Source: an optimization exercise on an open RTL-to-GDS flow (aim: small area, a short achievable clock period and few clock cycles). Production flows keep margins and buffers that such runs may drop. RTL that was checked went through simulation tests only; none was proved equivalent to the original. Power and IR drop assume default switching activity.

==> trial 19 <==
// fww_micro_cpu
module fww_micro_cpu (
    input  wire        clk,
    input  wire        rst,             
    input  wire        start,           
    input  wire [7:0]  start_mpc,
    input  wire        lit_msb_first,   
    output wire        busy,
    output wire        done,
    output wire [15:0] reg_a,
    output wire [15:0] reg_b,
    output wire [15:0] reg_c,
    output wire [15:0] reg_d,
    output wire [15:0] mdr,
    output wire [11:0] mar,
    output wire [7:0]  mpc,
    output wire        cs_req,
    output wire [7:0]  cs_addr,
    input  wire        cs_ack,
    input  wire [21:0] cs_rdata,
    output wire        mem_req,
    output wire        mem_we,
    output wire [11:0] mem_addr,
    output wire [15:0] mem_wdata,
    input  wire        mem_ack,
    input  wire [15:0] mem_rdata
);
export LEC_CHECK = 0
export ABC_AREA = 1
export CAP_MARGIN = 20
export CORE_MARGIN = 2
export CORE_UTILIZATION = 60
export CTS_BUF_LIST = sky130_fd_sc_hd__clkbuf_4 sky130_fd_sc_hd__clkbuf_8
export SLEW_MARGIN = 20
create_clock -name core_clock -period 8.0 [get_ports {clk}]
standard.sh (not shown) runs the stock make flow with config.mk's settings and CLKGATE_MAP_FILE= SYNTH_SCRIPT=/design/flow/synth_recipe.tcl, a recipe that flattens the netlist after the stock synthesis.
==> flow/flow/run.sh <==
#!/bin/bash
# The standard layout, with two changes to how it is made:
#  - the port buffers are buf_1 cells instead of the delay-buffer cells
#    buffer_ports picks by default;
#  - timing repair aims for 5.1 ns of setup slack at the design's 8 ns clock.
# The output of the standard flow goes to standard.log; ORFS's per-step logs
# stay under orfs/logs.
set -euo pipefail
export BUFFER_PORTS_ARGS="-buffer_cell sky130_fd_sc_hd__buf_1"
export SETUP_SLACK_MARGIN=5.1
bash standard.sh > standard.log 2>&1
==> build 9: changes against trial 19 <==
==> flow/design.v (replaced) <==
module fww_micro_cpu (
    input  wire        clk,
    input  wire        rst,             
    input  wire        start,           
    input  wire [7:0]  start_mpc,
    input  wire        lit_msb_first,   
    output wire        busy,
    output wire        done,
    output wire [15:0] reg_a,
    output wire [15:0] reg_b,
    output wire [15:0] reg_c,
    output wire [15:0] reg_d,
    output wire [15:0] mdr,
    output wire [11:0] mar,
    output wire [7:0]  mpc,
    output wire        cs_req,
    output wire [7:0]  cs_addr,
    input  wire        cs_ack,
    input  wire [21:0] cs_rdata,
    output wire        mem_req,
    output wire        mem_we,
    output wire [11:0] mem_addr,
    output wire [15:0] mem_wdata,
    input  wire        mem_ack,
    input  wire [15:0] mem_rdata
);
    reg        run_r, done_r;
    reg        cs_pend;            
    reg        cs_dly;             
    reg        f_pend;             
    reg        mem_pend;           
    reg        we_r;               
    reg        wr_after;           
    reg        npc_pend;           
    reg        halt_pend;          
    reg [22:19] lw;                
    reg        l_needf;            
    reg [15:0] op2_r;              
    reg [16:5] fc;                 
    reg [15:0] a_r, b_r, c_r, d_r, mdr_r;
    reg [11:0] mar_r;
    reg [7:0]  mpc_r;
    reg        msb_r;
    wire [22:1] cb = cs_rdata;
    wire rd_pend  = mem_pend & ~we_r;
    wire rd_ack   = mem_ack & ~we_r;
    wire mem_done = ~mem_pend | (mem_ack & (we_r | ~wr_after));
    wire go     = start & ~run_r;
    wire e_go   = run_r & cs_ack & ~f_pend;
    wire halt   = (cs_rdata == 22'd0);
    wire f_go   = f_pend & mem_done & ~(fc[6] & rd_pend);
    wire [4:1] cr = run_r ? cb[4:1] : 4'd0;
    reg [15:0] v2a;
    always @(*) begin
        v2a = 16'd0;
        if (cr[1]) v2a = a_r;
        if (cr[2]) v2a = b_r;
        if (cr[3]) v2a = c_r;
        if (cr[4]) v2a = d_r;
    end
    wire [15:0] v2s = cb[8] ? {v2a[14:0], 1'b0} : v2a;
    wire [22:17] sb = npc_pend ? {lw, 2'b00} : cb[22:17];
    wire [7:0] lit8 = msb_r ? {cb[15], cb[16], cb[17], cb[18], cb[19], cb[20], cb[21], cb[22]}
                            : {cb[8], cb[7], cb[6], cb[5], cb[4], cb[3], cb[2], cb[1]};
    wire [15:0] mdr_f = rd_pend ? mem_rdata : mdr_r;
    wire a_zero = (a_r == 16'd0);
    reg [7:0] v1b;
    always @(*) begin
        v1b = 8'd0;
        if (sb[17]) v1b = 8'd1;
        if (sb[18]) v1b = lit8;
        if (sb[19]) v1b = a_zero ? 8'd1 : 8'd2;
        if (sb[20]) v1b = a_r[15] ? 8'd1 : 8'd2;
        if (sb[21]) v1b = {4'd0, mdr_f[15:12]};
    end
    wire [7:0] npc = v1b + (sb[22] ? mpc_r : 8'd0);
    wire late = cb[21] ? (cb[13] | cb[15] | rd_pend) : ((cb[19] | cb[20]) & cb[9]);
    wire late_go = npc_pend & (~l_needf | ~f_pend) & (~lw[21] | ~rd_pend | mem_ack);
    wire f_wait = cb[6] & rd_pend;
    wire [15:0] v1a = fc[6] ? mdr_r : {15'd0, fc[5]};
    wire [15:0] v1s = fc[8] ? {v1a[14:0], 1'b0} : v1a;
    wire [15:0] v3  = op2_r + (v1s ^ {16{fc[7]}}) + {15'd0, fc[7]};
    assign busy  = run_r;
    assign done  = done_r;
    assign reg_a = a_r;
    assign reg_b = b_r;
    assign reg_c = c_r;
    assign reg_d = d_r;
    assign mdr   = mdr_r;
    assign mar   = mar_r;
    assign mpc   = mpc_r;
    assign cs_req    = cs_pend;
    assign cs_addr   = mpc_r;
    assign mem_req   = mem_pend;
    assign mem_we    = we_r;
    assign mem_addr  = mar_r;
    assign mem_wdata = mdr_r;
    always @(posedge clk) begin
        if (rst) begin
            run_r     <= 1'b0;
            done_r    <= 1'b0;
            cs_pend   <= 1'b0;
            cs_dly    <= 1'b0;
            f_pend    <= 1'b0;
            mem_pend  <= 1'b0;
            npc_pend  <= 1'b0;
            halt_pend <= 1'b0;
        end else if (go) begin
            run_r     <= 1'b1;
            done_r    <= 1'b0;
            cs_pend   <= 1'b1;
            cs_dly    <= 1'b0;
            f_pend    <= 1'b1;
            mem_pend  <= 1'b0;
            npc_pend  <= 1'b0;
            halt_pend <= 1'b0;
        end else if (run_r) begin
            if (mem_ack) begin
                if (~we_r & wr_after) begin
                    we_r     <= 1'b1;
                    wr_after <= 1'b0;
                end else
                    mem_pend <= 1'b0;
            end
            if (f_go) begin
                f_pend <= 1'b0;
                if (fc[15] | fc[16]) begin
                    mem_pend <= 1'b1;
                    we_r     <= ~fc[15];
                    wr_after <= fc[15] & fc[16];
                end
            end
            if (cs_dly) begin
                cs_dly  <= 1'b0;
                cs_pend <= 1'b1;
            end
            if (late_go) begin
                npc_pend <= 1'b0;
                cs_pend  <= 1'b1;
            end
            if (halt_pend & mem_done) begin
                halt_pend <= 1'b0;
                run_r     <= 1'b0;
                done_r    <= 1'b1;
            end
            if (e_go) begin
                if (halt) begin
                    cs_pend <= 1'b0;
                    if (mem_done) begin
                        run_r  <= 1'b0;
                        done_r <= 1'b1;
                    end else
                        halt_pend <= 1'b1;
                end else begin
                    f_pend   <= 1'b1;
                    npc_pend <= late;
                    cs_pend  <= ~late & ~f_wait;
                    cs_dly   <= ~late & f_wait;
                end
            end
        end
    end
    wire rd_only = rd_ack & ~(f_go & fc[13]);
    always @(posedge clk) begin
        if (go | e_go) begin
            op2_r <= v2s;
            fc    <= run_r ? cb[16:5] : 12'b0011_1111_0000;
        end
        if (f_go & fc[9])  a_r <= v3;
        if (f_go & fc[10]) b_r <= v3;
        if (f_go & fc[11]) c_r <= v3;
        if (f_go & fc[12]) d_r <= v3;
        if ((f_go & fc[13]) | rd_ack) mdr_r <= rd_only ? mem_rdata : v3;
        if (f_go & fc[14]) mar_r <= v3[11:0];
        if (go) begin
            mpc_r <= start_mpc;
            msb_r <= lit_msb_first;
        end else if ((e_go & ~halt & ~late) | late_go)
            mpc_r <= npc;
        if (e_go) begin
            lw      <= cb[22:19];
            l_needf <= cb[9] | cb[13] | cb[15];
        end
    end
endmodule
==> flow/run.sh (new file) <==
#!/bin/bash
# synth_recipe.tcl (not shown) runs the flow's synth.tcl, then flattens the netlist and writes it again
# the make line also repeats each setting of config.mk as NAME=value (left out here)
make -C /OpenROAD-flow-scripts/flow DESIGN_CONFIG=/design/flow/config.mk WORK_HOME=/design/flow/orfs CLKGATE_MAP_FILE= SYNTH_SCRIPT=/design/flow/synth_recipe.tcl finish
==> flow/config.mk (replaced) <==
export PLATFORM = sky130hd
export DESIGN_NAME = fww_micro_cpu
export DESIGN_NICKNAME = fww_micro_cpu
export VERILOG_FILES = /design/flow/design.v
export SDC_FILE = /design/flow/constraint.sdc
export NUM_CORES = 4
export LEC_CHECK = 0
export CAP_MARGIN = 20
export CORE_MARGIN = 2
export CORE_UTILIZATION = 40
export SETUP_SLACK_MARGIN = 5
export SLEW_MARGIN = 20
removed: flow/flow/run.sh
removed: flow/standard.sh
==> trial 94: changes against trial 19 <==
--- a/flow/design.v
+++ b/flow/design.v
@@ -30,18 +30,16 @@
     reg        f_pend;             
     reg        mem_pend;           
     reg        we_r;               
     reg        wr_after;           
     reg        npc_pend;           
     reg        halt_pend;          
     reg [22:19] lw;                
-    reg        use_lit;            
-    reg        lsgn;               
+    reg        l_needf;            
     reg [15:0] op2_r;              
-    reg [15:0] op1_r;              
     reg [16:5] fc;                 
     reg [15:0] a_r, b_r, c_r, d_r, mdr_r;
     reg [11:0] mar_r;
     reg [7:0]  mpc_r;
     reg        msb_r;
     wire [22:1] cb = cs_rdata;
     wire rd_pend  = mem_pend & ~we_r;
@@ -60,70 +58,58 @@
         if (cr[3]) v2a = c_r;
         if (cr[4]) v2a = d_r;
     end
     wire [15:0] v2s = cb[8] ? {v2a[14:0], 1'b0} : v2a;
     wire [7:0] lit8 = msb_r ? {cb[15], cb[16], cb[17], cb[18], cb[19], cb[20], cb[21], cb[22]}
                             : {cb[8], cb[7], cb[6], cb[5], cb[4], cb[3], cb[2], cb[1]};
     wire [15:0] mdr_f = rd_pend ? mem_rdata : mdr_r;
-    wire [7:0] mdr4  = {4'd0, mdr_r[15:12]};
-    wire [7:0] lit_l = msb_r ? {fc[15], fc[16], lw[19], 5'b10001} : {fc[8:5], lw};
+    wire [7:0] mdr4  = {4'd0, mdr_f[15:12]};
     wire a_zero = (a_r == 16'd0);
     wire [7:0] m1 = mpc_r + 8'd1;
     wire [7:0] m2 = mpc_r + 8'd2;
-    wire [7:0] mm = mpc_r + (use_lit ? lit_l : mdr4);
+    wire [7:0] mm = mpc_r + mdr4;
+    wire [7:0] ml = mpc_r + lit8;
     wire [7:0] a20 = a_r[15] ? 8'd1 : 8'd2;
     wire [7:0] a19 = a_zero  ? 8'd1 : 8'd2;
     wire [7:0] r20 = a_r[15] ? m1 : m2;
     wire [7:0] r19 = a_zero  ? m1 : m2;
     reg [7:0] npc_e, npc_l;
     always @(*) begin
         if (cb[22]) begin
             npc_e = mpc_r;
             if (cb[17]) npc_e = m1;
-            if (cb[18]) npc_e = mpc_r;    
+            if (cb[18]) npc_e = ml;
             if (cb[19]) npc_e = r19;
             if (cb[20]) npc_e = r20;
             if (cb[21]) npc_e = mm;
         end else begin
             npc_e = 8'd0;
             if (cb[17]) npc_e = 8'd1;
             if (cb[18]) npc_e = lit8;
             if (cb[19]) npc_e = a19;
             if (cb[20]) npc_e = a20;
             if (cb[21]) npc_e = mdr4;
         end
-        if (use_lit)
-            npc_l = mm;
-        else if (lw[22]) begin
-            npc_l = mm;
-            if (lw[19]) npc_l = r19;
+        if (lw[22]) begin
+            npc_l = r19;
             if (lw[20]) npc_l = r20;
             if (lw[21]) npc_l = mm;
         end else begin
             npc_l = a19;
             if (lw[20]) npc_l = a20;
             if (lw[21]) npc_l = mdr4;
         end
     end
-    wire fwd21 = lw[21] & ~use_lit & rd_pend;
-    wire [7:0] mmf = mpc_r + {4'd0, mem_rdata[15:12]};
-    wire [7:0] npc_f = lw[22] ? mmf : {4'd0, mem_rdata[15:12]};
-    wire [15:0] v3  = op2_r + op1_r + {15'd0, fc[7]};    
-    wire sgn_go = f_go & lsgn & npc_pend;
-    wire [7:0] npc_s = lw[22] ? (v3[15] ? m1 : m2) : (v3[15] ? 8'd1 : 8'd2);
-    wire [7:0] npc = sgn_go ? npc_s : npc_pend ? (fwd21 ? npc_f : npc_l) : npc_e;
-    wire late = cb[21] ? (cb[13] | cb[15] | rd_pend) :
-                (cb[19] | cb[20]) ? cb[9] : (cb[18] & cb[22]);
-    wire l_needf = fc[9] | fc[13] | fc[15];
-    wire late_go = npc_pend & (~l_needf | ~f_pend) & (~lw[21] | use_lit | ~rd_pend | mem_ack);
+    wire [7:0] npc = npc_pend ? npc_l : npc_e;
+    wire late = cb[21] ? (cb[13] | cb[15] | rd_pend) : ((cb[19] | cb[20]) & cb[9]);
+    wire late_go = npc_pend & (~l_needf | ~f_pend) & (~lw[21] | ~rd_pend | mem_ack);
     wire f_wait = cb[6] & rd_pend;
-    wire [8:5] oc = f_pend ? fc[8:5] : (run_r ? cb[8:5] : 4'd0);
-    wire [15:0] v1a = oc[6] ? mdr_f : {15'd0, oc[5]};
-    wire [15:0] v1s = oc[8] ? {v1a[14:0], 1'b0} : v1a;
-    wire [15:0] v1n = v1s ^ {16{oc[7]}};
+    wire [15:0] v1a = fc[6] ? mdr_r : {15'd0, fc[5]};
+    wire [15:0] v1s = fc[8] ? {v1a[14:0], 1'b0} : v1a;
+    wire [15:0] v3  = op2_r + (v1s ^ {16{fc[7]}}) + {15'd0, fc[7]};
     assign busy  = run_r;
     assign done  = done_r;
     assign reg_a = a_r;
     assign reg_b = b_r;
     assign reg_c = c_r;
     assign reg_d = d_r;
     assign mdr   = mdr_r;
@@ -170,15 +156,15 @@
                     wr_after <= fc[15] & fc[16];
                 end
             end
             if (cs_dly) begin
                 cs_dly  <= 1'b0;
                 cs_pend <= 1'b1;
             end
-            if (late_go | sgn_go) begin
+            if (late_go) begin
                 npc_pend <= 1'b0;
                 cs_pend  <= 1'b1;
             end
             if (halt_pend & mem_done) begin
                 halt_pend <= 1'b0;
                 run_r     <= 1'b0;
                 done_r    <= 1'b1;
@@ -198,31 +184,28 @@
                     cs_dly   <= ~late & f_wait;
                 end
             end
         end
     end
     wire rd_only = rd_ack & ~(f_go & fc[13]);
     always @(posedge clk) begin
-        op1_r <= v1n;
-        if (go | (~f_pend & ~npc_pend)) begin
+        if (go | e_go) begin
             op2_r <= v2s;
             fc    <= run_r ? cb[16:5] : 12'b0011_1111_0000;
-            lw    <= ~(cb[18] & cb[22] & ~cb[19] & ~cb[20] & ~cb[21]) ? cb[22:19] :
-                     msb_r ? {3'd0, cb[17]} : cb[4:1];
         end
         if (f_go & fc[9])  a_r <= v3;
         if (f_go & fc[10]) b_r <= v3;
         if (f_go & fc[11]) c_r <= v3;
         if (f_go & fc[12]) d_r <= v3;
         if ((f_go & fc[13]) | rd_ack) mdr_r <= rd_only ? mem_rdata : v3;
         if (f_go & fc[14]) mar_r <= v3[11:0];
         if (go) begin
             mpc_r <= start_mpc;
             msb_r <= lit_msb_first;
-        end else if ((e_go & ~halt & ~late) | late_go | sgn_go)
+        end else if ((e_go & ~halt & ~late) | late_go)
             mpc_r <= npc;
-        if (e_go | late_go)
-            use_lit <= e_go & cb[18] & cb[22] & ~cb[19] & ~cb[20] & ~cb[21];
-        if (e_go)
-            lsgn <= cb[20] & ~cb[21] & cb[9];
+        if (e_go) begin
+            lw      <= cb[22:19];
+            l_needf <= cb[9] | cb[13] | cb[15];
+        end
     end
 endmodule
==> flow/run.sh (new file) <==
#!/bin/bash
# synth_recipe.tcl (not shown) runs the flow's synth.tcl, then flattens the netlist and writes it again
# the make line also repeats each setting of config.mk as NAME=value (left out here)
make -C /OpenROAD-flow-scripts/flow DESIGN_CONFIG=/design/flow/config.mk WORK_HOME=/design/flow/orfs CLKGATE_MAP_FILE= SYNTH_SCRIPT=/design/flow/synth_recipe.tcl finish
==> flow/config.mk (replaced) <==
export PLATFORM = sky130hd
export DESIGN_NAME = fww_micro_cpu
export DESIGN_NICKNAME = fww_micro_cpu
export VERILOG_FILES = /design/flow/design.v
export SDC_FILE = /design/flow/constraint.sdc
export NUM_CORES = 4
export LEC_CHECK = 0
export CAP_MARGIN = 20
export CORE_MARGIN = 2
export CORE_UTILIZATION = 40
export SETUP_SLACK_MARGIN = 5
export SLEW_MARGIN = 20
removed: flow/flow/run.sh
removed: flow/standard.sh
==> build 47: changes against trial 19 <==
--- a/flow/design.v
+++ b/flow/design.v
@@ -31,15 +31,14 @@
     reg        mem_pend;           
     reg        we_r;               
     reg        wr_after;           
     reg        npc_pend;           
     reg        halt_pend;          
     reg [22:19] lw;                
     reg        use_lit;            
-    reg        lsgn;               
     reg [15:0] op2_r;              
     reg [15:0] op1_r;              
     reg [16:5] fc;                 
     reg [15:0] a_r, b_r, c_r, d_r, mdr_r;
     reg [11:0] mar_r;
     reg [7:0]  mpc_r;
     reg        msb_r;
@@ -100,30 +99,25 @@
             if (lw[21]) npc_l = mm;
         end else begin
             npc_l = a19;
             if (lw[20]) npc_l = a20;
             if (lw[21]) npc_l = mdr4;
         end
     end
-    wire fwd21 = lw[21] & ~use_lit & rd_pend;
-    wire [7:0] mmf = mpc_r + {4'd0, mem_rdata[15:12]};
-    wire [7:0] npc_f = lw[22] ? mmf : {4'd0, mem_rdata[15:12]};
-    wire [15:0] v3  = op2_r + op1_r + {15'd0, fc[7]};    
-    wire sgn_go = f_go & lsgn & npc_pend;
-    wire [7:0] npc_s = lw[22] ? (v3[15] ? m1 : m2) : (v3[15] ? 8'd1 : 8'd2);
-    wire [7:0] npc = sgn_go ? npc_s : npc_pend ? (fwd21 ? npc_f : npc_l) : npc_e;
+    wire [7:0] npc = npc_pend ? npc_l : npc_e;
     wire late = cb[21] ? (cb[13] | cb[15] | rd_pend) :
                 (cb[19] | cb[20]) ? cb[9] : (cb[18] & cb[22]);
     wire l_needf = fc[9] | fc[13] | fc[15];
-    wire late_go = npc_pend & (~l_needf | ~f_pend) & (~lw[21] | use_lit | ~rd_pend | mem_ack);
+    wire late_go = npc_pend & (~l_needf | ~f_pend) & (~lw[21] | use_lit | ~rd_pend);
     wire f_wait = cb[6] & rd_pend;
     wire [8:5] oc = f_pend ? fc[8:5] : (run_r ? cb[8:5] : 4'd0);
     wire [15:0] v1a = oc[6] ? mdr_f : {15'd0, oc[5]};
     wire [15:0] v1s = oc[8] ? {v1a[14:0], 1'b0} : v1a;
     wire [15:0] v1n = v1s ^ {16{oc[7]}};
+    wire [15:0] v3  = op2_r + op1_r + {15'd0, fc[7]};
     assign busy  = run_r;
     assign done  = done_r;
     assign reg_a = a_r;
     assign reg_b = b_r;
     assign reg_c = c_r;
     assign reg_d = d_r;
     assign mdr   = mdr_r;
@@ -170,15 +164,15 @@
                     wr_after <= fc[15] & fc[16];
                 end
             end
             if (cs_dly) begin
                 cs_dly  <= 1'b0;
                 cs_pend <= 1'b1;
             end
-            if (late_go | sgn_go) begin
+            if (late_go) begin
                 npc_pend <= 1'b0;
                 cs_pend  <= 1'b1;
             end
             if (halt_pend & mem_done) begin
                 halt_pend <= 1'b0;
                 run_r     <= 1'b0;
                 done_r    <= 1'b1;
@@ -214,15 +208,13 @@
         if (f_go & fc[11]) c_r <= v3;
         if (f_go & fc[12]) d_r <= v3;
         if ((f_go & fc[13]) | rd_ack) mdr_r <= rd_only ? mem_rdata : v3;
         if (f_go & fc[14]) mar_r <= v3[11:0];
         if (go) begin
             mpc_r <= start_mpc;
             msb_r <= lit_msb_first;
-        end else if ((e_go & ~halt & ~late) | late_go | sgn_go)
+        end else if ((e_go & ~halt & ~late) | late_go)
             mpc_r <= npc;
         if (e_go | late_go)
             use_lit <= e_go & cb[18] & cb[22] & ~cb[19] & ~cb[20] & ~cb[21];
-        if (e_go)
-            lsgn <= cb[20] & ~cb[21] & cb[9];
     end
 endmodule
==> flow/flow/run.sh (replaced) <==
#!/bin/bash
# The standard layout, with two changes to how it is made:
#  - the port buffers are buf_1 cells instead of the delay-buffer cells
#    buffer_ports picks by default;
#  - timing repair aims for 5.2 ns of setup slack at the design's 8 ns clock.
# The output of the standard flow goes to standard.log; ORFS's per-step logs
# stay under orfs/logs.
set -euo pipefail
export BUFFER_PORTS_ARGS="-buffer_cell sky130_fd_sc_hd__buf_1"
export SETUP_SLACK_MARGIN=5.2
bash standard.sh > standard.log 2>&1
==> qor summary <==
	trial 94	build 9	trial 19	build 47
Sink count of the clock tree	143	144	161	160
Busiest layer in global routing	met2	met2	met1	met1
Post-layout min period	3.49 ns	3.62 ns	2.92 ns	2.84 ns
Quantity of gates resized following cts	203	141	33	26
Reg2reg end	mdr_r[14]$_DFFE_PP_	mpc_r[6]$_DFFE_PP_	mpc_r[4]$_DFFE_PP_	mpc_r[5]$_DFFE_PP_
Post-placement setup slack	3.44 ns	3.38 ns	3.63 ns	4.06 ns
Post-synthesis mux area share	8.67%	7.49%	1.17%	1.25%
Antenna violations before repair	1	0	1	0
Critical Path RT	8.30 ns	8.17 ns	8.23 ns	6.40 ns
Outcome	no timing/DRC/antenna violations	no timing/DRC/antenna violations	no timing/DRC/antenna violations	no timing/DRC/antenna violations
Total number of multi-input combinational cells	580	441	869	771
Top class by area	multi-input gates	flip-flops and latches	multi-input gates	flip-flops and latches
Worst Setup Slack, final	4.51 ns	4.38 ns	5.08 ns	5.16 ns
Metal-1 WL	12400 um	9350 um	14100 um	12100 um
Maximum number of pins on one net before global-route repair	42	43	33	33
Half-perimeter wire length after placement	19900 um	16600 um	24100 um	20400 um
Reg-to-reg slack, setup	4.51 ns	4.72 ns	5.21 ns	5.35 ns
Number of buffers and inverters on the critical path	0	1	2	1
Synthesized Nets	915	739	1359	1228
Nets	1162	960	1552	1408
Adder-cell share of the synthesized area	4.48%	3.92%	4.21%	3.76%
Post-Syn Area per Cell	10.7 um^2	11.6 um^2	8.02 um^2	8.34 um^2
Most frequent cell after synthesis	sky130_fd_sc_hd__edfxtp_1	sky130_fd_sc_hd__edfxtp_1	sky130_fd_sc_hd__nand2_1	sky130_fd_sc_hd__nand2_1
Power attributed to the clock group	780 uW	772 uW	620 uW	593 uW
Die height	153 um	143 um	135 um	130 um
Testbench counts of build 47, summed over its fixed seeds: cycles 47,507.
The RTL of trial 19, build 9 and trial 94 was laid out without a check of its function.

## re-timing with driven ports
The flow's constraints put no driver on any port. The routed layouts listed below were extracted and timed again, unchanged, in two steps.
Step 1: set_driving_cell puts a clkbuf_16 on clk and a buf_2 on each other input, an assumption about the parent block.
Step 2, shift: input delay + t, output delay - t, t = (earliest + latest rising clock arrival at the registers) / 2. This alone moves slack from input paths to output paths.
Three values: ideal ports, drivers, drivers and shift; two values: the first two.
run	t (ns)	slack for setup (ns)	clock arrival spread, ns
trial 19	0.492	5.075 / 5.083 / 4.599	0.016 / 0.016
build 9	0.458	4.385 / 4.383 / 3.925	0.014 / 0.014
trial 94	0.472	4.509 / 4.509 / 4.111	0.010 / 0.010
build 47	0.500	5.156 / 5.118 / 4.710	0.016 / 0.016
After both steps every run listed still meets setup and hold. The setup slack of trial 19, which loses most, moves by +0.008 ns with the drivers and by -0.476 ns with both steps.
